This is an optimization exercise on Yosys and OpenROAD, whose aim is small area, a short achievable clock period and few clock cycles per item, not a production implementation.
In this exercise RTL edits were held to simulation tests only and were not proved equivalent to the original.

## armax_decrypt
module armax_decrypt (
    input  wire        clk,
    input  wire        rst,
    input  wire        in_valid,
    output wire        in_ready,
    input  wire [31:0] in_addr,
    input  wire [31:0] in_val,
    output wire        out_valid,
    input  wire        out_ready,
    output wire [31:0] out_addr,
    output wire [31:0] out_val
);
    wire [31:0] in_a_sw = {in_addr[7:0], in_addr[15:8], in_addr[23:16], in_addr[31:24]};
    wire [31:0] in_v_sw = {in_val[7:0],  in_val[15:8],  in_val[23:16],  in_val[31:24]};
    wire [31:0] a0, v0;
    armax_un1 u_un1 (.a_in(in_a_sw), .v_in(in_v_sw), .a_out(a0), .v_out(v0));
    reg         s_valid;    
    reg         o_valid;    
    reg         o_empty;    
    reg         in_rdy;     
    wire        adv = ~s_valid;                  
    wire        o_ld = o_empty | out_ready;      
    assign in_ready = in_rdy;
    wire        s_nxt;      
    reg [31:0] a_r0, v_r0;
    reg        vld_r0;
    reg        en_r0;     
    wire       vld_r0_nxt = adv ? in_valid : vld_r0;
    always @(posedge clk) begin
        if (rst) begin
            vld_r0 <= 1'b0;
            en_r0  <= 1'b1;
        end else begin
            vld_r0 <= vld_r0_nxt;
            en_r0  <= ~s_nxt | ~vld_r0_nxt;
        end
        if (en_r0) begin
            a_r0 <= a0;
            v_r0 <= v0;
  ...
Settings: LEC_CHECK=0, CAP_MARGIN=20, CORE_MARGIN=2, CORE_UTILIZATION=40, PLACE_DENSITY=0.6, SLEW_MARGIN=20; clock period 10.0 ns.
standard.sh (not shown) runs the stock make flow with config.mk's settings and CLKGATE_MAP_FILE= SYNTH_SCRIPT=/design/flow/synth_recipe.tcl, a recipe that flattens the netlist after the stock synthesis.
==> flow/flow/run.sh <==
#!/bin/bash
# Own layout flow: the standard ORFS flow (standard.sh), except that
#  - synthesis maps the logic with flow/abc_map.script instead of ORFS's
#    abc_speed/abc_area script, and extracts no half/full adders
#    (ADDER_MAP_FILE empty); registers, their names and cell types are those
#    of the standard synthesis;
#  - the port buffers are sky130_fd_sc_hd__buf_2 (ORFS otherwise picks a
#    delay buffer, clkdlybuf4s50_1).
# Each step's full log is in orfs/logs/; make's output is in synth.log and
# layout.log here.
set -euo pipefail
here=$(pwd)
export MY_ABC_SCRIPT="$here/flow/abc_map.script"
extra="SYNTH_SCRIPT=$here/flow/my_synth.tcl ADDER_MAP_FILE= 'BUFFER_PORTS_ARGS=-buffer_cell sky130_fd_sc_hd__buf_2'"
sed -e "s#SYNTH_SCRIPT=[^ ]*#$extra#" standard.sh > own_standard.sh
grep -q "my_synth.tcl ADDER_MAP_FILE=" own_standard.sh
bash own_standard.sh synth > synth.log 2>&1
bash own_standard.sh finish > layout.log 2>&1
test -s out/final.def
==> flow/flow/abc_map.script <==
strash
&get -n
&fraig -x
&put
dc2
strash
&get -n
&dch -f
&nf -R 1000
&put
buffer -c
topo
stime -c
upsize -c
dnsize -c
==> flow/flow/my_synth.tcl <==
proc synth {args} { yosys synth -nofsm -noshare {*}$args }
# Technology mapping with this flow's own ABC script (flow/abc_map.script)
# in place of ORFS's abc_area/abc_speed scripts.
if {[info exists ::env(MY_ABC_SCRIPT)] && $::env(MY_ABC_SCRIPT) ne ""} {
  proc abc {args} {
    set i [lsearch -exact $args -script]
    if {$i >= 0} { lset args [expr {$i + 1}] $::env(MY_ABC_SCRIPT) }
    puts "abc with script $::env(MY_ABC_SCRIPT)"
    yosys abc {*}$args
  }
}
source $::env(SCRIPTS_DIR)/synth.tcl
# left out here: clear keep_hierarchy, flatten, clean up, hide names made inside functions, write 1_2_yosys.v
The starting point completed without violations.
Testbench counts at the start, summed over its fixed seeds: cycles 3,336, items 3,200.
Next try:
Settings changed: CORE_UTILIZATION 40 to 65, PLACE_DENSITY 0.6 to 0.75.
Effect: Synthesized area is unchanged; via count is higher by 2.2%; wire length shrinks by 7.8%; non-clock buffer count decreases by 25; fmax climbs by 4.9%.
Next try:
--- a/flow/flow/run.sh
+++ b/flow/flow/run.sh
@@ -6,2 +6,4 @@
 #    of the standard synthesis;
+#  - repair_timing aims for 6.7 ns of setup slack (SETUP_SLACK_MARGIN),
+#    so that it sizes the gates of the longest paths;
 #  - the port buffers are sky130_fd_sc_hd__buf_2 (ORFS otherwise picks a
@@ -13,3 +15,3 @@
 export MY_ABC_SCRIPT="$here/flow/abc_map.script"
-extra="SYNTH_SCRIPT=$here/flow/my_synth.tcl ADDER_MAP_FILE= 'BUFFER_PORTS_ARGS=-buffer_cell sky130_fd_sc_hd__buf_2'"
+extra="SYNTH_SCRIPT=$here/flow/my_synth.tcl ADDER_MAP_FILE= 'BUFFER_PORTS_ARGS=-buffer_cell sky130_fd_sc_hd__buf_2' SETUP_SLACK_MARGIN=6.7"
 sed -e "s#SYNTH_SCRIPT=[^ ]*#$extra#" standard.sh > own_standard.sh
Settings changed: CORE_UTILIZATION 65 to 78, CTS_BUF_LIST set to sky130_fd_sc_hd__clkbuf_8, PLACE_DENSITY 0.75 to 0.86.
Outcome: Final cell count drops by about 0.4%. Global-route usage climbs by 6.9 points. Synthesized area stays the same. First-iteration DRC count climbs by 35%. Synthesized cell count stays the same. Sequential cell count stays the same. Routed wire length climbs by about 2.3%. Sequential share of layout area drops by 0.15 points. Non-clock buffer count climbs by 107.
Next try:
Settings changed: CORE_UTILIZATION 78 to 65, CTS_BUF_LIST sky130_fd_sc_hd__clkbuf_8 to unset, PLACE_DENSITY 0.86 to 0.75.
What happened:
- The new run completed without violations
- core utilization decreases by 13 points
- register-to-register slack is better by 0.13 ns
- non-clock buffer count increases by 4
- fmax increases by a few percent
- worst setup slack is better by 0.084 ns
- via count decreases by a few percent
Next try:
Settings changed: CORE_UTILIZATION 65 to 78, PLACE_DENSITY 0.75 to 0.86.
Via count rose by about 3.6%.
Wire length went up by about 2.4%.
Synthesized cell count is unchanged.
Utilization increases by 13 points.
Die area falls by 16%.
Sequential share of layout area rose by 0.33 points.
Worst hold slack improves by 0.0049 ns.

static timing again, ports no longer ideal:
Ports are ideal in the flow. The routed layouts listed here were re-timed in OpenROAD. Step 1 (the two cells are an assumption about what drives the block):
set clk [get_ports {clk}]
set_driving_cell -lib_cell sky130_fd_sc_hd__clkbuf_16 $clk
set_driving_cell -lib_cell sky130_fd_sc_hd__buf_2 [delete_from_list [all_inputs] $clk]
Step 2, shift: input delay + t, output delay - t, t = (earliest + latest rising clock arrival at the registers) / 2. This alone moves slack from input paths to output paths. Slacks: ideal ports / drivers / drivers and shift; pairs: ideal ports / drivers.
| run | t, ns | slack for setup (ns) | worst register clock-pin slew, ns |
|---|---|---|---|
| the first run | 0.895 | 6.399 / 6.309 / 6.344 | 0.07 / 0.07 |
| the second run | 0.853 | 6.565 / 6.474 / 6.563 | 0.07 / 0.07 |
| the third run | 0.984 | 6.459 / 6.379 / 6.389 | 0.07 / 0.07 |
| the fourth run | 0.861 | 6.543 / 6.457 / 6.360 | 0.06 / 0.06 |
| the fifth run | 0.829 | 6.613 / 6.525 / 6.405 | 0.07 / 0.07 |
After both steps every run listed still meets setup and hold. For the fifth run, which loses most, drivers alone change the setup slack by -0.088 ns; drivers and shift together by -0.208 ns.
